This is an optimization exercise on Yosys and OpenROAD, whose aim is small area and a short achievable clock period, not a production implementation.
RTL that was checked went through simulation tests only; none was proved equivalent to the original.
For runs 2 to 4, only the layout was checked, not whether the RTL still works.
Power and IR drop assume default switching activity.

[flow/run.sh]
#!/bin/bash
# synth_recipe.tcl (not shown) runs the flow's synth.tcl, then flattens the netlist and writes it again
# the make line also repeats each setting of config.mk as NAME=value (left out here)
make -C /OpenROAD-flow-scripts/flow DESIGN_CONFIG=/design/flow/config.mk WORK_HOME=/design/flow/orfs CLKGATE_MAP_FILE= SYNTH_SCRIPT=/design/flow/synth_recipe.tcl finish
[flow/config.mk]
export PLATFORM = sky130hd
export DESIGN_NAME = qd256
export DESIGN_NICKNAME = qd256
export VERILOG_FILES = /design/flow/design.v
export SDC_FILE = /design/flow/constraint.sdc
export NUM_CORES = 4
export LEC_CHECK = 0
export CAP_MARGIN = 20
export CORE_MARGIN = 2
export CORE_UTILIZATION = 40
export SLEW_MARGIN = 20
[flow/constraint.sdc]
create_clock -name core_clock -period 10.0 [get_ports {clk}]
set_input_delay 2.0000 -clock core_clock [delete_from_list [all_inputs] [get_ports {clk}]]
set_output_delay 2.0000 -clock core_clock [all_outputs]
set_load 0.01 [all_outputs]
[flow/design.v]
module qd256 (
    input  wire       clk,
    input  wire       rst,
    input  wire       cmd_valid,
    input  wire [2:0] cmd_op,
    input  wire [7:0] cmd_a,
    input  wire [7:0] cmd_b,
    output reg        res_valid,
    output reg  [7:0] res,
    output wire       err
);
    localparam [2:0] OP_NOP = 3'b000;
    localparam [2:0] OP_MUL = 3'b001;
    localparam [2:0] OP_INV = 3'b010;
    localparam [2:0] OP_CLR = 3'b011;
    localparam [2:0] OP_ENC = 3'b100;
    localparam [2:0] OP_DEC = 3'b101;
    reg [7:0] acc;
    reg       err_q;
    function [7:0] gmul;
        input [7:0] x;
        input [7:0] y;
        reg [6:0] k;
        begin
            if (x[7] == 1'b0)
                k = x[6:0] + y[6:0];
            else
                k = x[6:0] + 7'd63 * y[6:0];
            gmul = {x[7] ^ y[7], k};
        end
    endfunction
    function [7:0] ginv;
        input [7:0] x;
        reg [6:0] nk;
        begin
            nk = 7'd0 - x[6:0];
            if (x[7] == 1'b0)
                ginv = {1'b0, nk};
            else
                ginv = {1'b1, 7'd63 * nk};
        end
    endfunction
    wire [7:0] inv_in  = (cmd_op == OP_INV) ? cmd_a : acc;
    wire [7:0] inv_out = ginv(inv_in);
    wire [7:0] mul_l   = (cmd_op == OP_MUL) ? cmd_a :
                         (cmd_op == OP_ENC) ? acc : inv_out;
    wire [7:0] mul_out = gmul(mul_l, cmd_b);
    wire [7:0] out     = (cmd_op == OP_INV) ? inv_out : mul_out;
    wire       emits   = (cmd_op == OP_MUL) || (cmd_op == OP_INV) ||
                         (cmd_op == OP_ENC) || (cmd_op == OP_DEC);
    wire       illegal = (cmd_op == 3'b110) || (cmd_op == 3'b111);
    always @(posedge clk) begin
        if (rst) begin
            acc       <= 8'h00;
            err_q     <= 1'b0;
            res_valid <= 1'b0;
        end else begin
            res_valid <= cmd_valid && emits;
            if (cmd_valid) begin
                case (cmd_op)
                    OP_CLR: acc <= 8'h00;
                    OP_ENC: acc <= mul_out;
                    OP_DEC: acc <= cmd_b;
                    default: ;
                endcase
                if (illegal)
                    err_q <= 1'b1;
            end
        end
    end
    always @(posedge clk) begin
        if (!rst && cmd_valid && emits)
            res <= out;
    end
    assign err = err_q;
endmodule
==> flow_summary.yaml, run 1 <==
yosys:
  async_flop_share_pct: 0
  synth_area_um2: 2750
  ys_warn_count: 1
  yosysTopAreaCell: "ha_1"
  synth-seq-cells: 18
  ys.flop_type: "dfxtp_1"
  synthDistinctLibCells: 51
  synth-seq-area-share_pct: 16.0
  yosys.area.top_type_share_pct: 12.3
  synth-edff-count: 8
  synthesis.nets: 395
  postSynthAreaPerCell_um2: 8.33
  syn_inst: 330
  synth_area_leaders: "ha_1 (12%), fa_1 (12%), edfxtp_1 (8.7%)"
drt:
  wirelength_um: 7420
  drc: 0
  drt_iter0_drc: 242
  dr.pass1.iters: 5
  routed_via_density: 5.76
  met3_length_um: 425
  wl_met1_um: 3460
  vias: 2524
  wl_per_cell_um: 16.9
  route.met2.wl_um: 3440
  ant_nets: 0
  maxUsedRoutingLayer: "met4"
grt:
  grtUsageTotal_pct: 20.7
  antenna_found_initial: 0
  grt_max_degree: 26
  overflow: 0
  grt_pass1_vias: 2457
  grt_pass1_wl_um: 12200
sta:
  setup_ws_ns: 1.27
  rsz0062_at_grt: "no"
  setup_violations: 0
  finalHoldViolCount: 0
  fin_crit_sh_pct: 87.3
  whs_ns: 0.468
  drv_slew: 0
  worst_slew_pin_slew_ns: 0.652
  skew_ns: 0.00139
  min_period_ns: 8.73
  setup-tns-final_ns: 0
  relSlewSlack_pct: 56.1
  max_freq_ghz: 0.115
floorplanning:
  initial_core_util_pct: 40.9
  dieHeight_um: 86.9
  core_um2: 6720
  placementRows: 30
  io_pins: 32
  die_x_um: 86.9
  dieArea_um2: 7550
setup_path:
  crit_arrival_ns: 8.81
  worstSetupPathType: "primary input to flop"
  crit_path_max_fanout: 24
  start_kind: "primary input"
  crit_path_end_kind: "flop"
  crit_required_ns: 10.08
final_layout:
  drive_gt1_share_pct: 5.59
  layout.nets: 424
  num_antenna_cells: 0
  fin_area_um2: 3200
  syn_to_final_growth_pct: 16.3
  n_fill_cell: 675
worst_hold_path:
  hold_path_class: "flop to flop"
clocking:
  cts_made_buffers: 3
  clk_pin_slew_worst_paths_ns: 0.07
  postCtsResizedCells: 0
  cts.sinks: 18
  clk-insertion-delay-late_ns: 0.25
  hold_buffers: 0
  cts_htree_levels: 1
  clockBufferDepth: 2
  cts-root-buf: "clkbuf_8"
  post-cts-setup-buffer-count: 0
  cts_tree: "built"
pwr:
  vdd_drop_max_v: 0.0000953
  power.leakage_nw: 1.38
  cellPowerDensity_nw_per_um2: 145
  finalPower_mw: 0.464
place:
  place_area_um2: 3140
  dp_slack_ns: 1.03
  hpwl_um: 6030
  gp_congestion: 0.821
  port_buffers: 31
status:
  run_status: "timing/DRC/antenna clean"
run:
  maxCapViolCount: 0
[kinds of logic after synthesis]
logic type | synth area share [%]
multiplexers | 7.37
buffers and inverters | 5.55
XOR/XNOR | 10.1
AND/OR/NAND/NOR | 15.1
AO/OA/AOI/OAI | 22.0
adder cells (fa/ha/maj) | 23.9
flip-flops | 16.0
[cells in the mapped netlist, types with 3 or more instances]
cell       n
nand2_1   34
nor2_1    31
ha_1      27
inv_1     25
o21ai_0   24
a21oi_1   23
xnor2_1   21
fa_1      16
mux2i_1   12
dfxtp_1   10
a21o_1     8
a22oi_1    8
clkbuf_1   8
edfxtp_1   8
xor2_1     8
a221oi_1   7
mux2_2     6
nor2b_1    5
a22o_1     3
nand3_1    3
nor3_1     3
[layer usage]
layer	track usage, %	vias up
met5	0	-
met4	2.98	0
met3	2.37	8
met2	34.8	98
met1	29.2	1185
li1	-	1233
[state kept, by name, summed over array words and instances (netlist names)]
signal and cells:
acc 8, err_q 1, res 8, res_valid 1
[layout make-up]
type                    instances  area (um2)  area share (%)
inverters                      26        97.6            3.05
clock buffers                   4        55.1            1.72
repair buffers                 36         348            10.9
multi-input cells             274        2160            67.4
well taps                      80         100            3.13
flip-flops and latches         18         440            13.8
[worst paths after layout]
path                                start  endpoint  slack (ns)  cells after the start
worst max-delay path            cmd_op[1]    res[6]        1.27                     23
worst min-delay path                err_q     err_q        0.47                      2
worst max register to register     acc[1]    res[6]        3.83                     21
worst min register to register      err_q     err_q        0.47                      2
[stage by stage]
step / utilization [%] / instances
after floorplan: - / 330
after global placement: 46.8 / 434
after detailed placement: 46.8 / 434
after CTS: 47.6 / 438
after global routing: 47.6 / 438
final: 47.6 / 438
[power by group]
part           total [mW]  switching (mW)  internal, mW  leakage, nW
Sequential         0.0878         0.00328        0.0845        0.155
Clock              0.0590          0.0241        0.0350       0.0288
Combinational       0.317           0.172         0.145         1.20
[worst max-delay path, stage by stage]
cell and delay [ns]:
clkdlybuf4s50_1 0.46, buf_4 0.26, nor3b_4 0.22, buf_4 0.31, mux2i_1 0.48, nor2_1 0.14
nor2_1 0.20, fa_1 0.50, ha_1 0.23, fa_1 0.54, inv_1 0.07, fa_1 0.42
xor2_1 0.16, o21ai_0 0.35, a221oi_1 0.16, o21ai_0 0.44, fa_1 0.48, ha_1 0.33
a21oi_1 0.17, xnor2_1 0.13, a21oi_1 0.32, o32ai_1 0.15, a221oi_2 0.27
[cell usage in the layout, fill, tap and decap left out, types with 3 or more instances in the layout]
cell type,netlist,layout
edfxtp_1,8,8
clkbuf_8,0,4
nand3_1,3,3
nand2_1,34,34
mux2_2,6,6
a22o_1,3,3
mux2i_1,12,12
ha_1,27,27
inv_1,25,25
a21oi_1,23,23
o21ai_0,24,24
clkdlybuf4s50_1,0,31
nor2b_1,5,5
dfxtp_1,10,10
nor2_1,31,31
a21o_1,8,8
a22oi_1,8,8
xnor2_1,21,21
nor3_1,3,3
buf_4,0,5
fa_1,16,16
xor2_1,8,8
a221oi_1,7,7
==> inputs of run 2 (changes only) <==
==> flow/design.v (replaced) <==
module qd256 (
    input  wire       clk,
    input  wire       rst,
    input  wire       cmd_valid,
    input  wire [2:0] cmd_op,
    input  wire [7:0] cmd_a,
    input  wire [7:0] cmd_b,
    output reg        res_valid,
    output reg  [7:0] res,
    output wire       err
);
    reg [7:0] acc;
    reg       err_q;
    wire       use_acc = cmd_op[2];                  
    wire       inv     = ~(cmd_op[0] ^ cmd_op[2]);   
    wire       no_b    = cmd_op[1];                  
    wire [7:0] l    = use_acc ? acc : cmd_a;
    wire [7:0] r    = no_b ? 8'h00 : cmd_b;
    wire       jl   = l[7];
    wire       sub  = jl | inv;                      
    wire       cin  = jl;                            
    wire       nout = inv & ~jl;                     
    wire       flip = jl & (r[0] ^ (inv & l[0]));    
    wire [6:0] ro   = r[6:0] ^ {7{sub}};
    wire [7:0] c;
    assign c[0] = cin;
    genvar i;
    generate
        for (i = 0; i < 7; i = i + 1) begin : g_add
            assign c[i+1] = (l[i] & ro[i]) | (c[i] & (l[i] | ro[i]));
        end
    endgenerate
    wire [6:0] sum  = l[6:0] ^ ro ^ c[6:0];
    wire [6:0] k    = sum ^ {7{nout}} ^ {flip, 6'd0};
    wire [7:0] out  = {jl ^ r[7], k};
    wire       emits = cmd_op[2] ? ~cmd_op[1] : (cmd_op[1] ^ cmd_op[0]);
    always @(posedge clk) begin
        if (rst) begin
            acc       <= 8'h00;
            err_q     <= 1'b0;
            res_valid <= 1'b0;
        end else begin
            res_valid <= cmd_valid & emits;
            if (cmd_valid) begin
                case (cmd_op)
                    3'b011: acc <= 8'h00;
                    3'b100: acc <= out;
                    3'b101: acc <= cmd_b;
                    default: ;
                endcase
                if (cmd_op[2] & cmd_op[1])
                    err_q <= 1'b1;
            end
        end
    end
    always @(posedge clk)
        res <= out;
    assign err = err_q;
endmodule
==> flow_summary.yaml, run 2 <==
status:
  run_status: "timing/DRC/antenna clean"
sta:
  rsz0062_at_grt: "no"
  setup_violations: 0
  finalHoldViolCount: 0
  skew_ns: 0.00236
  fin_crit_sh_pct: 59.6
  setup-tns-final_ns: 0
  relSlewSlack_pct: 66.7
  drv_slew: 0
  whs_ns: 0.455
  worst_slew_pin_slew_ns: 0.497
  min_period_ns: 5.96
  max_freq_ghz: 0.168
setup_path:
  crit_chain: "clkdlybuf4s50_1, inv_1, a31oi_2, xnor2_1, fa_1, fa_1, inv_1, fa_1, inv_1, fa_1, fa_1, inv_1, fa_1, xor2_1, a22oi_1, o21ai_1"
  cpPeakStageDelay_ns: 0.67
  worstSetupPathType: "primary input to flop"
  start_kind: "primary input"
  crit_path_end_kind: "flop"
  crit_arrival_ns: 6.16
  cp_slowest_cell: "clkdlybuf4s50_1"
  crit_path_max_fanout: 7
  crit_buf_inv: 5
  crit_required_ns: 10.19
  cp_common_cell: "fa_1"
  path_delay_family: "adder cells"
place:
  gp_congestion: 0.794
  port_buffers: 31
  hpwl_um: 1970
final_layout:
  final_common_cell: "clkdlybuf4s50_1"
  syn_to_final_growth_pct: 30.8
  final_cell_mix: "clkdlybuf4s50_1 (31), dfxtp_1 (18), xnor2_1 (14)"
  layout.nets: 182
  num_antenna_cells: 0
  reg_top3: "acc (8), res (8)"
  n_fill_cell: 245
  drive_gt1_share_pct: 10.1
floorplanning:
  initial_core_util_pct: 41.8
  die_x_um: 57.7
  dieHeight_um: 57.7
  core_um2: 2760
  dieArea_um2: 3330
  placementRows: 19
  io_pins: 32
yosys:
  yosys.area_share.adder_pct: 13.7
  synth_top_family_by_area: "compound AO/OA/AOI/OAI gates"
  synth_most_common_cell: "dfxtp_1"
  synth-seq-area-share_pct: 31.3
  synth_area_um2: 1150
  synthesis.nets: 149
  async_flop_share_pct: 0
  synth-edff-count: 0
  ys.flop_type: "dfxtp_1"
  synthSimpleGateAreaFrac_pct: 11.4
  synth_compound_area_share_pct: 17.2
  synth_xor_area_share_pct: 12.2
  syn_inst: 118
  postSynthAreaPerCell_um2: 9.77
  yosys.area.top_type_share_pct: 31.3
  synthDistinctLibCells: 31
  synthMuxAreaShare_pct: 9.34
  ys_warn_count: 1
  synth-seq-cells: 18
  yosysTopAreaCell: "dfxtp_1"
  ys_top_cells_by_count: "dfxtp_1 (18), xnor2_1 (14), nand2_1 (10), inv_1 (9), a22oi_1 (7)"
  synth_area_leaders: "dfxtp_1 (31%), xnor2_1 (11%), fa_1 (10%)"
clocking:
  cts_made_buffers: 3
  clk-insertion-delay-late_ns: 0.29
  cts-root-buf: "clkbuf_4"
  cts.sinks: 18
  hold_buffers: 0
  clockBufferDepth: 2
  post-cts-setup-buffer-count: 0
  postCtsResizedCells: 0
  cts_tree: "built"
  cts_htree_levels: 1
  clk_pin_slew_worst_paths_ns: 0.11
drt:
  ant_nets: 0
  drc: 0
  vias: 922
  wirelength_um: 2650
  dr.pass1.iters: 4
  routed_via_density: 5.12
  wl_per_cell_um: 14.7
  drt_iter0_drc: 29
pwr:
  vdd_drop_max_v: 0.000100
  finalPower_mw: 0.219
  cellPowerDensity_nw_per_um2: 145
  power.leakage_nw: 0.570
grt:
  grtUsageTotal_pct: 18.7
  overflow: 0
  antenna_found_initial: 0
  grt_max_degree: 21
  grt_pass1_vias: 1000
  grt_pass1_wl_um: 4710
worst_hold_path:
  hold_path_class: "flop to flop"
run:
  maxCapViolCount: 0
[run 2: cell count changes in the layout (fill, tap and decap cells not counted), sizes merged, moves of 16 or more]
cell / change
a21oi: -19
ha: -24
inv: -16
nand2: -24
nor2: -27
o21ai: -16
[run 2: worst reg2reg max path, delay by kind of cell (launching register included)]
kind                     cells  cell delay, ns
AO/OA/AOI/OAI                3            0.65
buffers and inverters        4            0.35
XOR/XNOR                     2            0.35
adder cells (fa/ha/maj)      6            2.08
flip-flops                   1            0.40
[run 2: through the flow]
step	cell area, um2	worst slack, ns	utilization (%)	std cells
finish	1510	4.04	54.7	180
global route	1510	3.80	54.7	180
CTS	1510	4.01	54.7	180
detailed placement	1490	3.70	53.9	177
global placement	1490	3.82	53.9	177
floorplan	1150	4.59	-	118
[run 2: layout make-up]
type                    count  area [um2]  area share, %
multi-input cells          87         734           48.7
flip-flops and latches     18         360           23.9
repair buffers             32         318           21.1
well taps                  31        38.8           2.57
inverters                   9        33.8           2.24
clock buffers               3        22.5           1.49
[run 2: logic make-up after synthesis]
group           after synthesis
compound gates               27
xor+xnor                     16
fa+ha+maj                     9
buf+inv                      13
flops                        18
mux                           9
simple gates                 26
[run 2: per-layer routing]
layer	track usage, %	wire length, um
met4	6.98	17
met5	0	0
met3	2.01	104
met1	25.7	1240
met2	30.4	1280
[run 2: final timing paths]
kind / start / endpoint / slack, ns / cells after the start
setup reg to reg: acc[7] / acc[5] / 6.08 / 15
setup / recovery: cmd_op[0] / acc[5] / 4.04 / 16
hold / removal: acc[5] / acc[5] / 0.46 / 2
hold reg to reg: acc[5] / acc[5] / 0.46 / 2
[run 2: where the power goes]
group	switching [mW]	internal (mW)	leakage, nW	total [mW]
Clock	0.0231	0.0140	0.0138	0.0371
Combinational	0.0412	0.0517	0.407	0.0928
Sequential	0.00361	0.0856	0.149	0.0893
==> inputs of run 3 (changes only) <==
--- a/flow/config.mk
+++ b/flow/config.mk
@@ -8,4 +8,5 @@
 export CAP_MARGIN = 20
 export CORE_MARGIN = 2
 export CORE_UTILIZATION = 40
+export SETUP_SLACK_MARGIN = 5
 export SLEW_MARGIN = 20
==> flow_summary.yaml, run 3 <==
clocking:
  cts.sinks: 18
  cts-root-buf: "clkbuf_4"
  clk_pin_slew_worst_paths_ns: 0.11
  clockBufferDepth: 2
  clk-insertion-delay-late_ns: 0.30
  cts_made_buffers: 3
  cts_tree: "built"
  cts_htree_levels: 1
sta:
  relSlewSlack_pct: 70.7
  setup_ws_ns: 5.02
  finalHoldViolCount: 0
  min_period_ns: 4.98
  setup-tns-final_ns: 0
  rsz0062_at_grt: "yes"
  setup_violations: 0
  drv_slew: 0
  max_freq_ghz: 0.201
  worst_slew_pin_slew_ns: 0.440
  fin_crit_sh_pct: 49.8
  skew_ns: 0.00151
yosys:
  synthDistinctLibCells: 31
  async_flop_share_pct: 0
  synth_most_common_cell: "dfxtp_1"
  yosysTopAreaCell: "dfxtp_1"
  synth-seq-area-share_pct: 31.3
  synth_area_um2: 1150
  ys_top_cells_by_count: "dfxtp_1 (18), xnor2_1 (14), nand2_1 (10), inv_1 (9), a22oi_1 (7)"
  synth-edff-count: 0
  syn_inst: 118
  ys.flop_type: "dfxtp_1"
  synth-seq-cells: 18
  yosys.area.top_type_share_pct: 31.3
  ys_warn_count: 1
  synth_area_leaders: "dfxtp_1 (31%), xnor2_1 (11%), fa_1 (10%)"
  postSynthAreaPerCell_um2: 9.77
  synthesis.nets: 149
drt:
  routed_via_density: 5.16
  ant_nets: 0
  drc: 0
  wirelength_um: 2830
  dr.pass1.iters: 4
  drt_iter0_drc: 36
  wl_per_cell_um: 15.0
  vias: 970
setup_path:
  start_kind: "primary input"
  crit_path_end_kind: "flop"
  crit_required_ns: 10.20
  worstSetupPathType: "primary input to flop"
  crit_path_max_fanout: 6
  crit_arrival_ns: 5.18
floorplanning:
  io_pins: 32
  initial_core_util_pct: 41.8
  dieArea_um2: 3330
  placementRows: 19
  core_um2: 2760
  dieHeight_um: 57.7
  die_x_um: 57.7
status:
  run_status: "timing/DRC/antenna clean"
grt:
  antenna_found_initial: 0
  grt_max_degree: 11
  grt_pass1_vias: 1030
  grt_pass1_wl_um: 4790
  grtUsageTotal_pct: 19.4
  overflow: 0
pwr:
  vdd_drop_max_v: 0.000159
  finalPower_mw: 0.235
  cellPowerDensity_nw_per_um2: 138
  power.leakage_nw: 0.664
place:
  hpwl_um: 1920
  gp_congestion: 0.795
  port_buffers: 31
  dp_slack_ns: 3.77
final_layout:
  final_cell_mix: "clkdlybuf4s50_1 (25), dfxtp_1 (18), xnor2_1 (10), nand2_1 (10), buf_4 (8)"
  reg_top3: "acc (8), res (8)"
  drive_gt1_share_pct: 28.0
  syn_to_final_growth_pct: 47.0
  num_antenna_cells: 0
  final_common_cell: "clkdlybuf4s50_1"
  n_fill_cell: 245
  final_util_pct: 61.4
  layout.nets: 190
worst_hold_path:
  hold_path_class: "flop to flop"
run:
  maxCapViolCount: 0
run 3: cell families after synthesis:
| logic type | share of synthesized area [%] |
|---|---|
| AOI/OAI and AO/OA | 17.2 |
| and+or+nand+nor | 11.4 |
| DFF | 31.3 |
| xor gates and xnor gates | 12.2 |
| buffers and inverters | 4.99 |
| muxes | 9.34 |
| adders and majority gates | 13.7 |
run 3: critical path, stage by stage:
cell and delay [ns]:
buf_4 0.13, buf_12 0.14, nor3_4 0.15, a31oi_4 0.06, xnor2_2 0.15, fa_2 0.34
fa_2 0.34, inv_2 0.06, fa_2 0.18, inv_2 0.04, fa_2 0.33, fa_2 0.34
inv_2 0.06, fa_2 0.44, xor2_2 0.17, a22oi_1 0.18, o21ai_1 0.07
run 3: worst paths after layout:
path                                start      to  slack [ns]  depth (start not counted)
worst min-delay path               acc[5]  acc[5]        0.46                          2
worst max register to register     acc[7]  acc[5]        6.51                         15
worst max-delay path            cmd_op[2]  acc[5]        5.02                         17
worst min register to register     acc[5]  acc[5]        0.46                          2
run 3: timing repair:
action                     in CTS  in global routing
resized for setup              23                  9
hold buffers                    0                  0
cloned                          1                  0
pin swaps                       8                  9
setup endpoints to repair       7                  2
buffers inserted                6                  1
run 3: final cells by class:
type / instances / area [um2] / area share, %
inverters: 9 / 37.5 / 2.22
repair buffers: 40 / 417 / 24.6
flip-flops and latches: 18 / 360 / 21.3
multi-input cells: 87 / 818 / 48.3
well taps: 31 / 38.8 / 2.29
clock buffers: 3 / 22.5 / 1.33
run 3: power by group:
group	switching (mW)	internal, mW	total (mW)	leakage (nW)
Clock	0.0239	0.0141	0.0380	0.0138
Sequential	0.00382	0.0857	0.0895	0.149
Combinational	0.0458	0.0613	0.107	0.501
run 3: metal layers:
metal | wire length, um | share of wire (%) | GRT usage (%)
met4 | 23 | 0.81 | 6.98
met3 | 96 | 3.4 | 4.02
met5 | 0 | 0 | 0
met2 | 1420 | 50 | 32.6
met1 | 1280 | 45 | 24.5
run 3: stage by stage:
stage	std cells	hold WS, ns	area [um2]
2_1_floorplan	118	0.420	1220
3_3_place_gp	177	0.431	1540
3_5_place_dp	177	0.446	1540
4_1_cts	187	0.461	1660
5_1_grt	188	0.484	1690
6_report	188	0.457	1690
==> inputs of run 4 (changes only) <==
==> flow/flow/run.sh (new file) <==
#!/bin/bash
# Own layout flow: the standard flow (standard synthesis unchanged) with
# smaller port buffers and a tighter internal setup target for repair_timing.
set -euo pipefail
cd "$(dirname "${BASH_SOURCE[0]}")/.."
KNOBS=$(cat flow/knobs.txt)
# shellcheck disable=SC2086
bash standard.sh $KNOBS \
  "BUFFER_PORTS_ARGS=-buffer_cell sky130_fd_sc_hd__buf_1" finish > make_finish.log 2>&1
==> flow/flow/knobs.txt (new file) <==
SETUP_SLACK_MARGIN=6.5
==> flow/standard.sh (new file) <==
#!/bin/bash
# synth_recipe.tcl (not shown) runs the flow's synth.tcl, then flattens the netlist and writes it again
# the make line also repeats each setting of config.mk as NAME=value (left out here)
make -C /OpenROAD-flow-scripts/flow DESIGN_CONFIG=/design/flow/config.mk WORK_HOME=/design/flow/orfs CLKGATE_MAP_FILE= SYNTH_SCRIPT=/design/flow/synth_recipe.tcl "${@:-finish}"
--- a/flow/config.mk
+++ b/flow/config.mk
@@ -8,5 +8,4 @@
 export CAP_MARGIN = 20
 export CORE_MARGIN = 2
 export CORE_UTILIZATION = 40
-export SETUP_SLACK_MARGIN = 5
 export SLEW_MARGIN = 20
removed: flow/run.sh
==> flow_summary.yaml, run 4 <==
pwr:
  p_switching_mw: 0.0740
  cellPowerDensity_nw_per_um2: 148
  vdd_drop_max_v: 0.000112
  power.leakage_nw: 0.566
  pwr-share-comb_pct: 38.3
  p_int_mw: 0.149
  seq_power_share_pct: 40.3
  switching_share_pct: 33.2
  clockPowerShare_pct: 21.4
yosys:
  yosys.area.top_type_share_pct: 31.3
  synth-seq-cells: 18
  synthDistinctLibCells: 31
  synth_area_um2: 1150
  synthesis.nets: 149
  postSynthAreaPerCell_um2: 9.77
  ys.flop_type: "dfxtp_1"
  synth-edff-count: 0
  synth_most_common_cell: "dfxtp_1"
  yosysTopAreaCell: "dfxtp_1"
  async_flop_share_pct: 0
  ys_top_cells_by_count: "dfxtp_1 (18), xnor2_1 (14), nand2_1 (10), inv_1 (9), a22oi_1 (7)"
  synth-seq-area-share_pct: 31.3
  synth_area_leaders: "dfxtp_1 (31%), xnor2_1 (11%), fa_1 (10%)"
  ys_warn_count: 1
  syn_inst: 118
sta:
  whs_ns: 0.467
  setup-tns-final_ns: 0
  drv_slew: 0
  worst_slew_pin_slew_ns: 0.436
  rsz0062_at_grt: "yes"
  finalHoldViolCount: 0
  skew_ns: 0.00521
  relSlewSlack_pct: 70.9
  min_period_ns: 5.00
  setup_violations: 0
  max_freq_ghz: 0.200
  fin_crit_sh_pct: 50.0
final_layout:
  final_common_cell: "buf_1"
  final_cell_mix: "buf_1 (28), dfxtp_1 (18), xnor2_1 (12)"
  layout.nets: 189
  syn_to_final_growth_pct: 30.5
  final_util_pct: 54.5
  num_antenna_cells: 0
  reg_top3: "acc (8), res (8)"
  finalNonFillerCells: 188
  drive_gt1_share_pct: 25.5
clocking:
  cts.sinks: 18
  cts-root-buf: "clkbuf_4"
  clockBufferDepth: 2
  clk_pin_slew_worst_paths_ns: 0.11
  cts_htree_levels: 1
  hold_buffers: 0
  cts_tree: "built"
  clk-insertion-delay-late_ns: 0.30
  cts_made_buffers: 3
setup_path:
  cp_slowest_cell: "fa_2"
  crit_path_max_fanout: 6
  crit_path_end_kind: "flop"
  worstSetupPathType: "primary input to flop"
  start_kind: "primary input"
  crit_chain: "buf_6, buf_12, nor3_4, a31oi_4, xnor2_2, fa_2, fa_2, inv_2, fa_2, inv_2, fa_2, fa_2, inv_2, fa_2, xor2_2, a22oi_1, o21ai_1"
  cpPeakStageDelay_ns: 0.45
  ff2ff_path_depth: 15
  crit_required_ns: 10.20
  crit_arrival_ns: 5.19
  cp_common_cell: "fa_2"
drt:
  routed_via_density: 5.00
  wirelength_um: 2570
  drc: 0
  ant_nets: 0
  drt_iter0_drc: 25
  wl_per_cell_um: 13.6
  vias: 940
  dr.pass1.iters: 4
place:
  hpwl_um: 1810
  gp_congestion: 0.761
  dp_cells: 177
  port_buffers: 31
floorplanning:
  placementRows: 19
  core_um2: 2760
  io_pins: 32
  dieHeight_um: 57.7
  dieArea_um2: 3330
  die_x_um: 57.7
  initial_core_util_pct: 41.8
worst_hold_path:
  holdPathStages: 2
  hold_path_class: "flop to flop"
run:
  maxCapViolCount: 0
grt:
  grtUsageTotal_pct: 17.4
  overflow: 0
  grt_pass1_wl_um: 4390
  antenna_found_initial: 0
  grt_max_degree: 11
  grt_pass1_vias: 965
status:
  run_status: "timing/DRC/antenna clean"
## run 4: cell counts after synthesis
No cell type changed its count.
## run 4: layer usage
layer / global-route usage [%] / part of all wire [%] / vias to the layer above
li1: - / - / 478
met1: 22.4 / 48 / 441
met2: 29.4 / 48 / 17
met3: 3.13 / 3.4 / 4
met4: 5.98 / 1.1 / 0
met5: 0 / 0 / -
## run 4: worst paths after layout
path / from / endpoint / slack [ns]
setup reg to reg: acc[7] / acc[5] / 6.49
hold / removal: acc[5] / acc[5] / 0.47
hold reg to reg: acc[5] / acc[5] / 0.47
setup / recovery: cmd_op[2] / acc[5] / 5.00
## run 4: metrics by stage
step / instance area [um2] / setup WS, ns / total power, mW
2_1_floorplan: 1220 / 4.80 / 0.146
3_3_place_gp: 1340 / 4.20 / 0.166
3_5_place_dp: 1340 / 4.13 / 0.167
4_1_cts: 1500 / 5.03 / 0.224
5_1_grt: 1500 / 4.89 / 0.238
6_report: 1500 / 5.00 / 0.223
## run 4: power by group through the flow
stage	combinational [mW]	clock, mW	sequential, mW
CTS	0.0857	0.0484	0.0897
global placement	0.0750	0	0.0905
finish	0.0854	0.0476	0.0898
global route	0.0953	0.0518	0.0910
detailed placement	0.0754	0	0.0912
floorplan	0.0480	0	0.0980
## run 4: cells by family after synthesis
| group | share of synthesized area, % |
|---|---|
| xor+xnor | 12.2 |
| compound gates | 17.2 |
| simple gates | 11.4 |
| flops | 31.3 |
| mux | 9.34 |
| buf+inv | 4.99 |
| fa+ha+maj | 13.7 |
## run 4: what timing repair did
action / in CTS / in global routing
resized for setup: 15 / 0
setup buffers: 6 / 0
pin swaps: 10 / 4
cloned: 1 / 0
setup endpoints to repair: 14 / 11
## run 4: critical path: cells and delay by family
family,cells,cell delay (ns)
fa+ha+maj,6,1.98
simple gates,1,0.18
xor+xnor,2,0.33
compound gates,3,0.30
buf+inv,5,0.40
## run 4: cell type report
class,count,area [um2]
fill,254,1250
multi-input combinational,87,792
sequential,18,360
timing repair buffer,39,239
tap,31,38.8
inverter,9,37.5
clock buffer,4,36.3
==> inputs of run 5 (changes only) <==
--- a/flow/design.v
+++ b/flow/design.v
@@ -21,16 +21,7 @@
     wire       cin  = jl;                            
     wire       nout = inv & ~jl;                     
     wire       flip = jl & (r[0] ^ (inv & l[0]));    
-    wire [6:0] ro   = r[6:0] ^ {7{sub}};
-    wire [7:0] c;
-    assign c[0] = cin;
-    genvar i;
-    generate
-        for (i = 0; i < 7; i = i + 1) begin : g_add
-            assign c[i+1] = (l[i] & ro[i]) | (c[i] & (l[i] | ro[i]));
-        end
-    endgenerate
-    wire [6:0] sum  = l[6:0] ^ ro ^ c[6:0];
+    wire [6:0] sum  = l[6:0] + (r[6:0] ^ {7{sub}}) + {6'd0, cin};
     wire [6:0] k    = sum ^ {7{nout}} ^ {flip, 6'd0};
     wire [7:0] out  = {jl ^ r[7], k};
     wire       emits = cmd_op[2] ? ~cmd_op[1] : (cmd_op[1] ^ cmd_op[0]);
==> flow/run.sh (new file) <==
#!/bin/bash
# synth_recipe.tcl (not shown) runs the flow's synth.tcl, then flattens the netlist and writes it again
# the make line also repeats each setting of config.mk as NAME=value (left out here)
make -C /OpenROAD-flow-scripts/flow DESIGN_CONFIG=/design/flow/config.mk WORK_HOME=/design/flow/orfs CLKGATE_MAP_FILE= SYNTH_SCRIPT=/design/flow/synth_recipe.tcl finish
removed: flow/flow/run.sh
removed: flow/flow/knobs.txt
removed: flow/standard.sh
==> flow_summary.yaml, run 5 <==
place:
  dp_slack_ns: 4.11
  port_buffers: 31
  hpwl_um: 2390
  gp_congestion: 0.854
  place_area_um2: 1610
  dp_cells: 206
sta:
  fin_crit_sh_pct: 55.8
  drv_slew: 0
  skew_ns: 0.00179
  min_period_ns: 5.58
  relSlewSlack_pct: 40.4
  setup-tns-final_ns: 0
  whs_ns: 0.500
  worst_slew_pin_slew_ns: 0.891
  max_freq_ghz: 0.179
  setup_ws_ns: 4.42
  setup_violations: 0
  finalHoldViolCount: 0
  rsz0062_at_grt: "no"
floorplanning:
  initial_core_util_pct: 41.7
  die_x_um: 60.2
  placementRows: 20
  core_um2: 3030
  dieHeight_um: 60.2
  dieArea_um2: 3620
  io_pins: 32
final_layout:
  syn_to_final_growth_pct: 30.0
  finalNonFillerCells: 210
  reg_top3: "acc (8), res (8)"
  final_common_cell: "clkdlybuf4s50_1"
  final_cell_mix: "clkdlybuf4s50_1 (31), xnor2_1 (18), dfxtp_1 (18)"
  num_antenna_cells: 0
  fin_area_um2: 1640
  drive_gt1_share_pct: 9.04
  final_util_pct: 54.2
  layout.nets: 199
pwr:
  vdd_drop_max_v: 0.0000703
  cellPowerDensity_nw_per_um2: 150
  finalPower_mw: 0.246
  power.leakage_nw: 0.617
clocking:
  hold_buffers: 0
  cts_made_buffers: 3
  clockBufferDepth: 2
  postCtsResizedCells: 0
  post-cts-setup-buffer-count: 0
  cts.sinks: 18
  clk_pin_slew_worst_paths_ns: 0.10
  cts_htree_levels: 1
  clk-insertion-delay-late_ns: 0.29
  cts-root-buf: "clkbuf_4"
  cts_tree: "built"
yosys:
  yosysTopAreaCell: "dfxtp_1"
  synthesis.nets: 167
  synth-seq-area-share_pct: 28.5
  synthDistinctLibCells: 41
  ys.flop_type: "dfxtp_1"
  yosys.area.top_type_share_pct: 28.5
  synth-edff-count: 0
  synth-seq-cells: 18
  postSynthAreaPerCell_um2: 9.35
  async_flop_share_pct: 0
  synth_area_leaders: "dfxtp_1 (29%), xnor2_1 (12%), ha_1 (7.9%)"
  synth_area_um2: 1260
  ys_top_cells_by_count: "dfxtp_1 (18), xnor2_1 (18), nand2_1 (12), nor2_1 (11), ha_1 (8)"
  syn_inst: 135
  ys_warn_count: 1
setup_path:
  crit_path_end_kind: "flop"
  worstSetupPathType: "primary input to flop"
  crit_path_max_fanout: 19
  cp_slowest_cell: "clkdlybuf4s50_1"
  crit_arrival_ns: 5.80
  start_kind: "primary input"
  ff2ff_path_depth: 11
  reg2reg_slack_ns: 7.02
  cpPeakStageDelay_ns: 1.05
  rr_endpoint: "acc[6]"
  crit_chain: "clkdlybuf4s50_1, mux2i_4, nand2_1, xnor2_1, fa_1, fa_1, a211oi_1, o21bai_1, a21oi_1, xor2_1, xnor2_1, o2bb2ai_1"
  crit_required_ns: 10.23
  rr_startpoint: "acc[7]"
grt:
  grt_pass1_vias: 1102
  grt_most_used_layer: "met2"
  overflow: 0
  grt_pass1_wl_um: 5110
  grtUsageMet1_pct: 25.1
  met3_usage_pct: 2.16
  grtUsageTotal_pct: 19.0
  grt_max_degree: 20
  antenna_found_initial: 0
  use_met2_pct: 30.0
status:
  run_status: "timing/DRC/antenna clean"
run:
  maxCapViolCount: 0
worst_hold_path:
  hold_start: "err_q"
  worstHoldEndpoint: "err_q"
  hold_path_class: "flop to flop"
  holdPathStages: 2
drt:
  vias: 1111
  drt_iter0_drc: 56
  wirelength_um: 3110
  ant_nets: 0
  dr.pass1.iters: 4
  wl_per_cell_um: 14.8
  drc: 0
  routed_via_density: 5.29
## run 5: final cells by class
| cell class | count | area [um2] |
|---|---|---|
| fillers | 282 | 1390 |
| multi-input cells | 107 | 856 |
| flip-flops and latches | 18 | 360 |
| repair buffers | 31 | 310 |
| well taps | 44 | 55.1 |
| clock buffers | 4 | 36.3 |
| inverters | 6 | 23.8 |
## run 5: worst max path at each step
stage | from | cells after the start | slack [ns] | to
finish | cmd_op[2] | 12 | 4.42 | acc[6]
detailed placement | cmd_op[2] | 12 | 4.11 | acc[6]
CTS | cmd_op[2] | 12 | 4.43 | acc[6]
global placement | cmd_op[2] | 12 | 4.22 | acc[6]
floorplan | cmd_op[2] | 11 | 5.34 | acc[6]
global route | cmd_op[2] | 12 | 4.24 | acc[6]
## run 5: per-layer routing
layer  up-vias  part of all wire [%]
li1        551                     -
met1       511                    45
met2        39                    46
met3        10                   5.8
met4         0                   2.7
met5         -                     0
## run 5: where the power goes
group | switching [mW] | internal (mW)
clock network | 0.0233 | 0.0222
logic | 0.0500 | 0.0600
registers | 0.00387 | 0.0863
total | 0.0772 | 0.168
## run 5: worst max-delay path, delay by kind of cell
kind	cells	cell delay, ns
adder cells (fa/ha/maj)	2	0.86
AND/OR/NAND/NOR	1	0.26
AO/OA/AOI/OAI	4	0.67
buffers and inverters	1	1.05
multiplexers	1	0.40
XOR/XNOR	3	0.55
## run 5: kinds of logic after synthesis
group | synth area share, %
AND/OR/NAND/NOR | 13.0
AO/OA/AOI/OAI | 20.3
XOR/XNOR | 14.6
flip-flops | 28.5
buffers and inverters | 3.67
adder cells (fa/ha/maj) | 11.1
multiplexers | 8.82
==> inputs of run 6 (changes only) <==
--- a/flow/design.v
+++ b/flow/design.v
@@ -17,11 +17,17 @@
     wire [7:0] l    = use_acc ? acc : cmd_a;
     wire [7:0] r    = no_b ? 8'h00 : cmd_b;
     wire       jl   = l[7];
-    wire       sub  = jl | inv;                      
-    wire       cin  = jl;                            
-    wire       nout = inv & ~jl;                     
-    wire       flip = jl & (r[0] ^ (inv & l[0]));    
-    wire [6:0] sum  = l[6:0] + (r[6:0] ^ {7{sub}}) + {6'd0, cin};
+    wire       sub  = jl | inv;
+    wire       cin  = jl;
+    wire       nout = inv & ~jl;
+    wire       flip = jl & (r[0] ^ (inv & l[0]));
+    wire [6:0] ro = r[6:0] ^ {7{sub}};
+    wire [6:0] lo = l[6:0];
+    wire [7:0] g0 = {lo & ro, cin};
+    wire [7:0] p0 = {lo ^ ro, 1'b0};
+    wire [7:0] s8 = {lo, cin} + {ro, cin};
+    wire [6:0] cc = s8[7:1] ^ p0[7:1];
+    wire [6:0] sum = p0[7:1] ^ cc;
     wire [6:0] k    = sum ^ {7{nout}} ^ {flip, 6'd0};
     wire [7:0] out  = {jl ^ r[7], k};
     wire       emits = cmd_op[2] ? ~cmd_op[1] : (cmd_op[1] ^ cmd_op[0]);
==> flow/flow/run.sh (new file) <==
#!/bin/bash
# Own layout flow: the standard flow (standard synthesis unchanged) with
# smaller port buffers and a tighter internal setup target for repair_timing.
set -euo pipefail
cd "$(dirname "${BASH_SOURCE[0]}")/.."
KNOBS=$(cat flow/knobs.txt)
# shellcheck disable=SC2086
bash standard.sh $KNOBS \
  "BUFFER_PORTS_ARGS=-buffer_cell sky130_fd_sc_hd__buf_1" finish > make_finish.log 2>&1
==> flow/flow/knobs.txt (new file) <==
SETUP_SLACK_MARGIN=7.2
==> flow/standard.sh (new file) <==
#!/bin/bash
# synth_recipe.tcl (not shown) runs the flow's synth.tcl, then flattens the netlist and writes it again
# the make line also repeats each setting of config.mk as NAME=value (left out here)
make -C /OpenROAD-flow-scripts/flow DESIGN_CONFIG=/design/flow/config.mk WORK_HOME=/design/flow/orfs CLKGATE_MAP_FILE= SYNTH_SCRIPT=/design/flow/synth_recipe.tcl "${@:-finish}"
removed: flow/run.sh
==> flow_summary.yaml, run 6 <==
drt:
  wirelength_um: 3490
  drt_iter0_drc: 62
  dr.pass1.iters: 4
  drc: 0
  routed_via_density: 5.48
  vias: 1167
  wl_per_cell_um: 16.4
  ant_nets: 0
setup_path:
  crit_arrival_ns: 3.92
  worstSetupPathType: "primary input to flop"
  reg2reg_slack_ns: 7.76
  crit_path_max_fanout: 5
  crit_path_end_kind: "flop"
  start_kind: "primary input"
  crit_required_ns: 10.17
yosys:
  synth-seq-cells: 18
  async_flop_share_pct: 0
  syn_inst: 132
  synthDistinctLibCells: 36
  ys_warn_count: 1
  ys.flop_type: "dfxtp_1"
  synth-edff-count: 0
  synth-seq-area-share_pct: 29.3
  synthesis.nets: 163
  yosys.area.top_type_share_pct: 29.3
  postSynthAreaPerCell_um2: 9.33
  yosysTopAreaCell: "dfxtp_1"
  synth_most_common_cell: "dfxtp_1"
  synth_area_leaders: "dfxtp_1 (29%), xnor2_1 (12%), ha_1 (9.1%)"
  ys_top_cells_by_count: "dfxtp_1 (18), xnor2_1 (17), a21oi_1 (9), ha_1 (9)"
  synth_area_um2: 1230
pwr:
  power.leakage_nw: 0.744
  finalPower_mw: 0.263
  vdd_drop_max_v: 0.0000764
  cellPowerDensity_nw_per_um2: 146
final_layout:
  reg_top3: "acc (8), res (8)"
  final_cell_mix: "buf_1 (20), dfxtp_1 (16), buf_4 (15)"
  num_antenna_cells: 0
  final_common_cell: "buf_1"
  syn_to_final_growth_pct: 46.7
  drive_gt1_share_pct: 40.0
  multi_input_area_um2: 1030
  final-seq-area_um2: 363
  layout.nets: 212
  n_fill_cell: 252
floorplanning:
  io_pins: 32
  initial_core_util_pct: 41.3
  placementRows: 20
  core_um2: 2980
  dieHeight_um: 59.5
  dieArea_um2: 3540
  die_x_um: 59.5
place:
  hpwl_um: 2090
  gp_congestion: 0.827
  port_buffers: 31
grt:
  grt_pass1_wl_um: 5160
  grtUsageTotal_pct: 19.8
  grt_pass1_vias: 1107
  grt_max_degree: 12
  overflow: 0
  antenna_found_initial: 0
run:
  maxCapViolCount: 0
clocking:
  cts_htree_levels: 1
  clk-insertion-delay-late_ns: 0.30
  clockBufferDepth: 2
  cts-root-buf: "clkbuf_4"
  cts_tree: "built"
  cts_made_buffers: 3
  cts.sinks: 18
  clk_pin_slew_worst_paths_ns: 0.11
sta:
  skew_ns: 0.00614
  setup_violations: 0
  relSlewSlack_pct: 57.6
  fin_crit_sh_pct: 37.5
  rsz0062_at_grt: "yes"
  finalHoldViolCount: 0
  drv_slew: 0
  min_period_ns: 3.75
  max_freq_ghz: 0.267
  setup-tns-final_ns: 0
  worst_slew_pin_slew_ns: 0.636
status:
  run_status: "timing/DRC/antenna clean"
worst_hold_path:
  hold_path_class: "flop to flop"
==> run 6: cells by family (layout without fill, tap and decap cells) <==
kind of cell | count (synthesis) | after routing | share of synthesized area (%)
AO/OA/AOI/OAI | 32 | 33 | 19.0
XOR/XNOR | 22 | 22 | 16.9
buffers and inverters | 12 | 59 | 4.27
AND/OR/NAND/NOR | 29 | 29 | 12.6
flip-flops | 18 | 18 | 29.3
multiplexers | 10 | 10 | 8.84
adder cells (fa/ha/maj) | 9 | 9 | 9.15
==> run 6: worst paths after layout <==
path,cells after the start,from,endpoint
setup / recovery,12,cmd_op[2],acc[5]
hold / removal,2,err_q,err_q
setup reg to reg,11,acc[7],acc[5]
hold reg to reg,2,err_q,err_q
==> run 6: layout make-up <==
class	count	area share (%)
inverter	7	1.73
tap	33	2.29
clock buffer	4	2.01
timing repair buffer	48	16.6
multi-input combinational	103	57.3
sequential	18	20.1
==> run 6: routing by layer <==
layer | part of all wire [%] | track usage [%] | wire [um] | up-vias
met5 | 0 | 0 | 0 | -
met4 | 0.83 | 6.82 | 29 | 0
met3 | 3.4 | 3.06 | 117 | 4
met2 | 51 | 34.7 | 1790 | 24
met1 | 44 | 24.5 | 1550 | 561
li1 | - | - | - | 578
==> run 6: power by group <==
group          internal (mW)  switching (mW)
Sequential            0.0856         0.00380
Combinational         0.0667          0.0606
Clock                 0.0222          0.0244
Total                  0.174          0.0888
==> run 6: critical path, stage by stage <==
cell and delay (ns):
buf_16 0.10, mux2i_4 0.27, nand2_4 0.12, xnor2_2 0.22
ha_4 0.25, buf_4 0.13, a2bb2oi_2 0.16, o21ai_2 0.12
buf_4 0.15, a21oi_2 0.12, xor2_1 0.19, o22ai_1 0.09
==> run 6: through the flow <==
stage          hold WS (ns)  util [%]  instance area (um2)  cells  setup slack (ns)
3_3_place_gp          0.457      47.0                 1400    191              5.05
6_report              0.472      60.7                 1810    213              6.25
5_1_grt               0.515      60.7                 1810    213              6.08
3_5_place_dp          0.462      47.0                 1400    191              4.96
4_1_cts               0.493      55.3                 1650    208              6.30
2_1_floorplan         0.493         -                 1300    132              5.95
==> run 6: timing repair <==
action / in CTS / in global routing
setup buffers: 12 / 5
hold buffers: 0 / 0
endpoints found under the setup margin: 18 / 22
gates resized for setup: 30 / 25
gates cloned: 1 / 0
hold endpoints to repair: 0 / 0
pin swaps: 15 / 13
==> inputs of run 7 (changes only) <==
==> flow/flow/knobs.txt (replaced) <==
SETUP_SLACK_MARGIN=6.5
==> flow_summary.yaml, run 7 <==
sta:
  finalHoldViolCount: 0
  setup-tns-final_ns: 0
  skew_ns: 0.00113
  fin_crit_sh_pct: 38.2
  min_period_ns: 3.82
  drv_slew: 0
  max_freq_ghz: 0.261
  setup_violations: 0
  rsz0062_at_grt: "yes"
  worst_slew_pin_slew_ns: 0.869
  relSlewSlack_pct: 41.7
grt:
  grt_most_used_layer: "met2"
  grt_pass1_wl_um: 4980
  overflow: 0
  grt_max_degree: 12
  use_met2_pct: 30.8
  grt_pass1_vias: 1087
  grtUsageMet1_pct: 25.7
  met3_usage_pct: 1.97
  grtUsageTotal_pct: 19.0
  antenna_found_initial: 0
yosys:
  synthesis.nets: 163
  postSynthAreaPerCell_um2: 9.33
  ys.flop_type: "dfxtp_1"
  synth-edff-count: 0
  synth_area_um2: 1230
  synth-seq-area-share_pct: 29.3
  syn_inst: 132
  async_flop_share_pct: 0
  ys_top_cells_by_count: "dfxtp_1 (18), xnor2_1 (17), a21oi_1 (9), ha_1 (9)"
  yosys.area.top_type_share_pct: 29.3
  yosysTopAreaCell: "dfxtp_1"
  ys_warn_count: 1
  synth_area_leaders: "dfxtp_1 (29%), xnor2_1 (12%), ha_1 (9.1%)"
  synth-seq-cells: 18
  synth_most_common_cell: "dfxtp_1"
  synthDistinctLibCells: 36
final_layout:
  reg_top3: "acc (8), res (8)"
  n_fill_cell: 266
  fin_area_um2: 1620
  layout.nets: 205
  final_cell_mix: "buf_1 (30), dfxtp_1 (18), xnor2_1 (12)"
  num_antenna_cells: 0
  syn_to_final_growth_pct: 31.2
  finalNonFillerCells: 205
  drive_gt1_share_pct: 25.0
  final_common_cell: "buf_1"
clocking:
  clk_pin_slew_worst_paths_ns: 0.11
  cts_tree: "built"
  cts_made_buffers: 3
  cts.sinks: 18
  clk-insertion-delay-late_ns: 0.29
  cts-root-buf: "clkbuf_4"
  hold_buffers: 0
  clockBufferDepth: 2
  cts_htree_levels: 1
setup_path:
  crit_arrival_ns: 3.99
  crit_required_ns: 10.16
  worstSetupPathType: "primary input to flop"
  crit_path_max_fanout: 5
  crit_path_end_kind: "flop"
  start_kind: "primary input"
  cp_slowest_cell: "ha_1"
  crit_chain: "buf_1, buf_6, mux2i_4, nand2_4, xnor2_1, ha_1, buf_4, a2bb2oi_4, o21ai_2, a21oi_1, xor2_1, o22ai_1"
  cpPeakStageDelay_ns: 0.34
floorplanning:
  dieHeight_um: 59.5
  io_pins: 32
  core_um2: 2980
  initial_core_util_pct: 41.3
  die_x_um: 59.5
  dieArea_um2: 3540
  placementRows: 20
place:
  place_area_um2: 1400
  hpwl_um: 2120
  gp_congestion: 0.818
  port_buffers: 31
  dp_cells: 192
pwr:
  cellPowerDensity_nw_per_um2: 146
  power.leakage_nw: 0.666
  finalPower_mw: 0.236
  clockPowerShare_pct: 15.9
  vdd_drop_max_v: 0.0000805
  switching_share_pct: 34.9
  pwr-share-comb_pct: 46.6
  p_switching_mw: 0.0826
  p_int_mw: 0.154
  seq_power_share_pct: 37.5
status:
  run_status: "timing/DRC/antenna clean"
drt:
  vias: 1154
  dr.pass1.iters: 4
  wirelength_um: 3180
  drc: 0
  routed_via_density: 5.63
  ant_nets: 0
  drt_iter0_drc: 78
  wl_per_cell_um: 15.5
worst_hold_path:
  hold_path_class: "flop to flop"
run:
  maxCapViolCount: 0
run 7: per-layer routing:
metal  up-vias  wire length, um
met2        47             1550
li1        560                -
met1       541             1300
met4         0               55
met3         6              272
met5         -                0
run 7: cells by family (layout without fill, tap and decap cells):
kind of cell               Yosys count  after routing  share of synthesized area (%)
AOI/OAI and AO/OA                   32             32                           19.0
xor gates and xnor gates            22             22                           16.9
adders and majority gates            9              9                           9.15
buffers and inverters               12             52                           4.27
DFF                                 18             18                           29.3
muxes                               10             10                           8.84
and+or+nand+nor                     29             29                           12.6
run 7: cell type report:
type	count	area, um2	area share (%)
Sequential cell	18	360	22.3
Timing Repair Buffer	42	211	13.1
Tap cell	33	41.3	2.56
Multi-Input combinational cell	102	952	58.9
Clock buffer	3	22.5	1.39
Inverter	7	27.5	1.70
run 7: repair_timing:
| item | 4_1_cts | 5_1_grt |
|---|---|---|
| setup buffers | 9 | 1 |
| setup endpoints to repair | 12 | 10 |
| pin swaps | 5 | 0 |
| gates resized for setup | 11 | 9 |
| cloned | 0 | 0 |
run 7: path summary, 6_finish.rpt:
path         endpoint      start  slack (ns)  cells after the start
max reg2reg    acc[5]     acc[7]        7.79                     10
min             err_q      err_q        0.48                      2
min reg2reg     err_q      err_q        0.48                      2
max            acc[5]  cmd_op[2]        6.18                     12
run 7: critical path: cells and delay by family:
| kind | cells | cell delay (ns) |
|---|---|---|
| adders and majority gates | 1 | 0.34 |
| xor gates and xnor gates | 2 | 0.35 |
| muxes | 1 | 0.26 |
| buffers and inverters | 3 | 0.38 |
| AOI/OAI and AO/OA | 4 | 0.53 |
| and+or+nand+nor | 1 | 0.12 |
run 7: power groups by stage:
| stage | sequential (mW) | combinational (mW) | clock, mW |
|---|---|---|---|
| 3_3_place_gp | 0.0903 | 0.0841 | 0 |
| 4_1_cts | 0.0889 | 0.0990 | 0.0394 |
| 5_1_grt | 0.0901 | 0.120 | 0.0420 |
| 6_report | 0.0887 | 0.110 | 0.0376 |
| 3_5_place_dp | 0.0904 | 0.0848 | 0 |
| 2_1_floorplan | 0.0977 | 0.0566 | 0 |
run 7: metrics by stage:
stage	utilization [%]	hold WS (ns)	setup WS [ns]
after floorplan	-	0.493	5.95
after global placement	46.9	0.448	5.54
after detailed placement	46.9	0.457	5.46
after CTS	51.8	0.486	6.23
after global routing	54.2	0.523	6.04
final	54.2	0.482	6.18
==> inputs of run 8 (changes only) <==
==> flow/flow/knobs.txt (replaced) <==
SETUP_SLACK_MARGIN=5.0
==> flow_summary.yaml, run 8 <==
clocking:
  clk_pin_slew_worst_paths_ns: 0.11
  clockBufferDepth: 2
  post-cts-setup-buffer-count: 0
  cts_tree: "built"
  cts.sinks: 18
  cts-root-buf: "clkbuf_4"
  cts_htree_levels: 1
  hold_buffers: 0
  cts_made_buffers: 3
  clk-insertion-delay-late_ns: 0.29
sta:
  relSlewSlack_pct: 43.7
  finalHoldViolCount: 0
  worst_slew_pin_slew_ns: 0.839
  max_freq_ghz: 0.213
  fin_crit_sh_pct: 47.0
  rsz0062_at_grt: "no"
  setup-tns-final_ns: 0
  min_period_ns: 4.70
  skew_ns: 0.00162
  setup_violations: 0
  whs_ns: 0.493
  drv_slew: 0
grt:
  grt_pass1_vias: 1077
  grt_pass1_wl_um: 4740
  grtUsageTotal_pct: 18.1
  antenna_found_initial: 0
  grt_max_degree: 19
  overflow: 0
floorplanning:
  io_pins: 32
  dieArea_um2: 3540
  die_x_um: 59.5
  initial_core_util_pct: 41.3
  dieHeight_um: 59.5
  placementRows: 20
  core_um2: 2980
pwr:
  vdd_drop_max_v: 0.0000585
  cellPowerDensity_nw_per_um2: 154
  finalPower_mw: 0.218
  power.leakage_nw: 0.564
yosys:
  synth-seq-cells: 18
  syn_inst: 132
  yosys.area.top_type_share_pct: 29.3
  ys.flop_type: "dfxtp_1"
  synthDistinctLibCells: 36
  synthesis.nets: 163
  ys_top_cells_by_count: "dfxtp_1 (18), xnor2_1 (17), a21oi_1 (9), ha_1 (9)"
  synth_most_common_cell: "dfxtp_1"
  yosysTopAreaCell: "dfxtp_1"
  synth-seq-area-share_pct: 29.3
  synth_area_um2: 1230
  postSynthAreaPerCell_um2: 9.33
  synth_area_leaders: "dfxtp_1 (29%), xnor2_1 (12%), ha_1 (9.1%)"
  async_flop_share_pct: 0
  ys_warn_count: 1
  synth-edff-count: 0
final_layout:
  final-seq-area_um2: 360
  layout.nets: 194
  final_cell_mix: "buf_1 (30), dfxtp_1 (18), xnor2_1 (17)"
  multi_input_area_um2: 822
  n_fill_cell: 307
  drive_gt1_share_pct: 10.5
  reg_top3: "acc (8), res (8)"
  syn_to_final_growth_pct: 14.5
  num_antenna_cells: 0
  final_common_cell: "buf_1"
setup_path:
  crit_chain: "clkdlybuf4s15_2, mux2i_2, nand2_1, xnor2_1, ha_1, a21o_1, a2bb2oi_1, o21ai_1, a31oi_1, xor3_1, o22ai_1"
  crit_buf_inv: 1
  cpPeakStageDelay_ns: 0.47
  path_delay_family: "compound AO/OA/AOI/OAI gates"
  crit_arrival_ns: 4.93
  crit_required_ns: 10.23
  crit_path_max_fanout: 18
  crit_path_end_kind: "flop"
  start_kind: "primary input"
  cp_slowest_cell: "clkdlybuf4s15_2"
  worstSetupPathType: "primary input to flop"
drt:
  drc: 0
  dr.pass1.iters: 5
  wl_per_cell_um: 14.8
  drt_iter0_drc: 41
  vias: 1103
  routed_via_density: 5.66
  ant_nets: 0
  wirelength_um: 2880
place:
  gp_congestion: 0.845
  hpwl_um: 2110
  port_buffers: 31
worst_hold_path:
  hold_path_class: "flop to flop"
run:
  maxCapViolCount: 0
status:
  run_status: "timing/DRC/antenna clean"
run 8: worst paths after layout:
check | startpoint | end | slack, ns | cells after the start
worst max-delay path | cmd_op[2] | acc[6] | 5.30 | 11
worst min-delay path | err_q | err_q | 0.49 | 2
worst max register to register | acc[7] | acc[6] | 7.24 | 10
worst min register to register | err_q | err_q | 0.49 | 2
run 8: area by class of cell:
cell class | instances | area share [%]
Clock buffer | 4 | 2.57
Inverter | 7 | 1.86
Multi-Input combinational cell | 102 | 58.3
Sequential cell | 18 | 25.6
Tap cell | 33 | 2.93
Timing Repair Buffer | 31 | 8.78
run 8: tightest hold or removal path, delay by kind of cell (launching register included):
family             cells  cell delay [ns]
AOI/OAI and AO/OA      1             0.05
and+or+nand+nor        1             0.07
DFF                    1             0.35
run 8: where the power goes:
| part | leakage (nW) | internal (mW) | total (mW) | switching [mW] |
|---|---|---|---|---|
| logic | 0.395 | 0.0368 | 0.0834 | 0.0466 |
| registers | 0.148 | 0.0854 | 0.0886 | 0.00325 |
| clock network | 0.0210 | 0.0222 | 0.0457 | 0.0235 |
run 8: stage by stage:
step                      area [um2]  util [%]  instances  worst slack, ns
after floorplan                 1230         -        132             5.54
after global placement          1360      45.8        191             4.78
after detailed placement        1360      45.8        191             4.67
after CTS                       1410      47.2        195             5.21
after global routing            1410      47.4        195             5.06
final                           1410      47.4        195             5.30
run 8: layer usage:
layer	up-vias	GRT usage [%]	wire (um)
met5	-	0	0
met4	0	9.42	56
met3	6	1.97	162
met2	38	30.1	1390
met1	520	22.6	1270
li1	539	-	-
run 8: what timing repair did:
action                                 in CTS  in global routing
gates resized for setup                     2                  1
endpoints found under the hold margin       0                  0
setup endpoints to repair                   1                  4
run 8: cell families (layout without fill, tap and decap cells):
kind of cell	Yosys count	count (layout)	synth area share (%)
muxes	10	10	8.84
and+or+nand+nor	29	29	12.6
DFF	18	18	29.3
buffers and inverters	12	42	4.27
adders and majority gates	9	9	9.15
AOI/OAI and AO/OA	32	32	19.0
xor gates and xnor gates	22	22	16.9
==> inputs of run 9 (changes only) <==
==> flow/flow/knobs.txt (replaced) <==
SETUP_SLACK_MARGIN=5.5
==> flow_summary.yaml, run 9 <==
drt:
  dr.pass1.iters: 5
  drt_iter0_drc: 37
  route.met2.wl_um: 1370
  ant_nets: 0
  wl_met1_um: 1260
  routed_via_density: 5.70
  met3_length_um: 173
  wirelength_um: 2890
  vias: 1111
  wl_per_cell_um: 14.8
  maxUsedRoutingLayer: "met4"
  drc: 0
place:
  hpwl_um: 2110
  port_buffers: 31
  dp_cells: 191
  gp_congestion: 0.845
clocking:
  clk-insertion-delay-late_ns: 0.30
  hold_buffers: 0
  cts-root-buf: "clkbuf_4"
  cts_tree: "built"
  cts.sinks: 18
  cts_made_buffers: 3
  cts_htree_levels: 1
  clockBufferDepth: 2
  clk_pin_slew_worst_paths_ns: 0.11
yosys:
  syn_inst: 132
  synth-seq-area-share_pct: 29.3
  synth-edff-count: 0
  ys_warn_count: 1
  yosys.area.top_type_share_pct: 29.3
  synthDistinctLibCells: 36
  synth_area_leaders: "dfxtp_1 (29%), xnor2_1 (12%), ha_1 (9.1%)"
  yosys.area_share.adder_pct: 9.15
  synthSimpleGateAreaFrac_pct: 12.6
  synth_xor_area_share_pct: 16.9
  synth_area_um2: 1230
  ys_top_cells_by_count: "dfxtp_1 (18), xnor2_1 (17), a21oi_1 (9), ha_1 (9)"
  synth_most_common_cell: "dfxtp_1"
  synthesis.nets: 163
  async_flop_share_pct: 0
  yosysTopAreaCell: "dfxtp_1"
  ys.flop_type: "dfxtp_1"
  synth_top_family_by_area: "compound AO/OA/AOI/OAI gates"
  synth-seq-cells: 18
  synth_compound_area_share_pct: 19.0
  postSynthAreaPerCell_um2: 9.33
  synthMuxAreaShare_pct: 8.84
grt:
  grtUsageTotal_pct: 18.2
  grt_pass1_vias: 1087
  overflow: 0
  grt_pass1_wl_um: 4770
  grt_max_degree: 19
  antenna_found_initial: 0
floorplanning:
  placementRows: 20
  core_um2: 2980
  dieHeight_um: 59.5
  die_x_um: 59.5
  dieArea_um2: 3540
  io_pins: 32
  initial_core_util_pct: 41.3
setup_path:
  path_delay_family: "compound AO/OA/AOI/OAI gates"
  crit_path_end_kind: "flop"
  reg2reg_slack_ns: 7.43
  worstSetupPathType: "primary input to flop"
  crit_arrival_ns: 4.50
  crit_chain: "buf_4, mux2i_4, nand2_2, xnor2_1, ha_1, a21o_1, a2bb2oi_1, o21ai_1, a31oi_1, xor3_1, o22ai_1"
  cpPeakStageDelay_ns: 0.36
  cp_slowest_cell: "mux2i_4"
  start_kind: "primary input"
  crit_path_max_fanout: 18
  crit_required_ns: 10.23
  crit_buf_inv: 1
sta:
  max_freq_ghz: 0.234
  setup-tns-final_ns: 0
  skew_ns: 0.00245
  relSlewSlack_pct: 43.9
  fin_crit_sh_pct: 42.7
  worst_slew_pin_slew_ns: 0.835
  drv_slew: 0
  rsz0062_at_grt: "no"
  setup_violations: 0
  whs_ns: 0.494
  finalHoldViolCount: 0
  min_period_ns: 4.27
final_layout:
  num_antenna_cells: 0
  drive_gt1_share_pct: 11.1
  layout.nets: 194
  reg_top3: "acc (8), res (8)"
  n_fill_cell: 305
  finalNonFillerCells: 195
  final-seq-area_um2: 360
  final_util_pct: 47.6
  multi_input_area_um2: 833
  syn_to_final_growth_pct: 15.1
  final_cell_mix: "buf_1 (30), dfxtp_1 (18), xnor2_1 (17)"
  final_common_cell: "buf_1"
pwr:
  cellPowerDensity_nw_per_um2: 154
  seq_power_share_pct: 40.6
  switching_share_pct: 33.7
  clockPowerShare_pct: 21.0
  power.leakage_nw: 0.565
  finalPower_mw: 0.218
  p_int_mw: 0.145
  pwr-share-comb_pct: 38.5
  vdd_drop_max_v: 0.0000585
  p_switching_mw: 0.0737
run:
  maxCapViolCount: 0
worst_hold_path:
  hold_path_class: "flop to flop"
status:
  run_status: "timing/DRC/antenna clean"
==> run 9: cell counts after synthesis <==
No cell type changed its count.
==> run 9: path summary, 6_finish.rpt <==
| check | startpoint | to | cells past startpoint |
|---|---|---|---|
| worst max register to register | acc[7] | acc[6] | 10 |
| worst min-delay path | err_q | err_q | 2 |
| worst min register to register | err_q | err_q | 2 |
| worst max-delay path | cmd_op[2] | acc[6] | 11 |
==> run 9: layer usage <==
layer  GRT usage (%)  vias to the layer above
met5               0                        -
met4            10.4                        0
li1                -                      538
met2            29.8                       46
met3            1.97                        9
met1            23.0                      518
==> run 9: what timing repair did <==
item | in CTS | in global routing
endpoints found under the setup margin | 9 | 5
buffers inserted | 0 | 0
pin swaps | 0 | 0
gates resized for setup | 6 | 2
==> run 9: cells by family (layout without fill, tap and decap cells) <==
kind of cell | after synthesis | in the layout
compound gates | 32 | 32
simple gates | 29 | 29
xor+xnor | 22 | 22
flops | 18 | 18
buf+inv | 12 | 42
mux | 10 | 10
fa+ha+maj | 9 | 9
==> run 9: area by class of cell <==
class                   count  share of cell area, %
repair buffers             31                   8.47
well taps                  33                   2.91
multi-input cells         102                   58.8
inverters                   7                   1.85
clock buffers               4                   2.56
flip-flops and latches     18                   25.4
==> run 9: tightest hold or removal path, delay by kind of cell (launching register included) <==
family / cells / cell delay, ns
compound gates: 1 / 0.05
flops: 1 / 0.35
simple gates: 1 / 0.07
==> run 9: through the flow <==
stage          cell area, um2  setup slack [ns]
6_report                 1420              5.73
4_1_cts                  1410              5.58
3_5_place_dp             1360              4.67
3_3_place_gp             1360              4.78
2_1_floorplan            1230              5.54
5_1_grt                  1420              5.52
==> run 9: power groups by stage <==
stage               sequential, mW  combinational, mW  clock [mW]
CTS                         0.0887             0.0833      0.0476
global placement            0.0901             0.0810           0
finish                      0.0886             0.0840      0.0458
global route                0.0907             0.0940      0.0511
floorplan                   0.0977             0.0533           0
detailed placement          0.0904             0.0825           0

-- what the ideal ports hide --
How much do the figures lean on ideal ports? The routed layouts below were timed once more, with nothing changed but the port constraints.
Step 1 (the two cells are an assumption about what drives the block):
set clk [get_ports {clk}]
set_driving_cell -lib_cell sky130_fd_sc_hd__clkbuf_16 $clk
set_driving_cell -lib_cell sky130_fd_sc_hd__buf_2 [delete_from_list [all_inputs] $clk]
Step 2, shift: input delay + t, output delay - t, t = (earliest + latest rising clock arrival at the registers) / 2. This alone moves slack from input paths to output paths.
Slacks: ideal ports / drivers / drivers and shift; pairs: ideal ports / drivers.
run | shift t [ns] | setup WS [ns] | worst slew at a driven data input, ns
run 1 | 0.276 | 1.274 / 1.271 / 0.996 | 0.03
run 2 | 0.309 | 4.038 / 4.033 / 3.724 | 0.04
run 3 | 0.321 | 5.021 / 4.993 / 4.672 | 0.06
run 4 | 0.319 | 5.004 / 4.966 / 4.647 | 0.06
run 5 | 0.315 | 4.423 / 4.419 / 4.104 | 0.03
run 6 | 0.321 | 6.252 / 6.186 / 5.865 | 0.09
run 7 | 0.316 | 6.175 / 6.174 / 5.858 | 0.03
run 8 | 0.316 | 5.300 / 5.300 / 4.984 | 0.03
run 9 | 0.317 | 5.729 / 5.727 / 5.410 | 0.03
After both steps setup and hold are still met in every run listed. The setup slack of run 6, which loses most, moves by -0.066 ns with the drivers and by -0.387 ns with both steps.
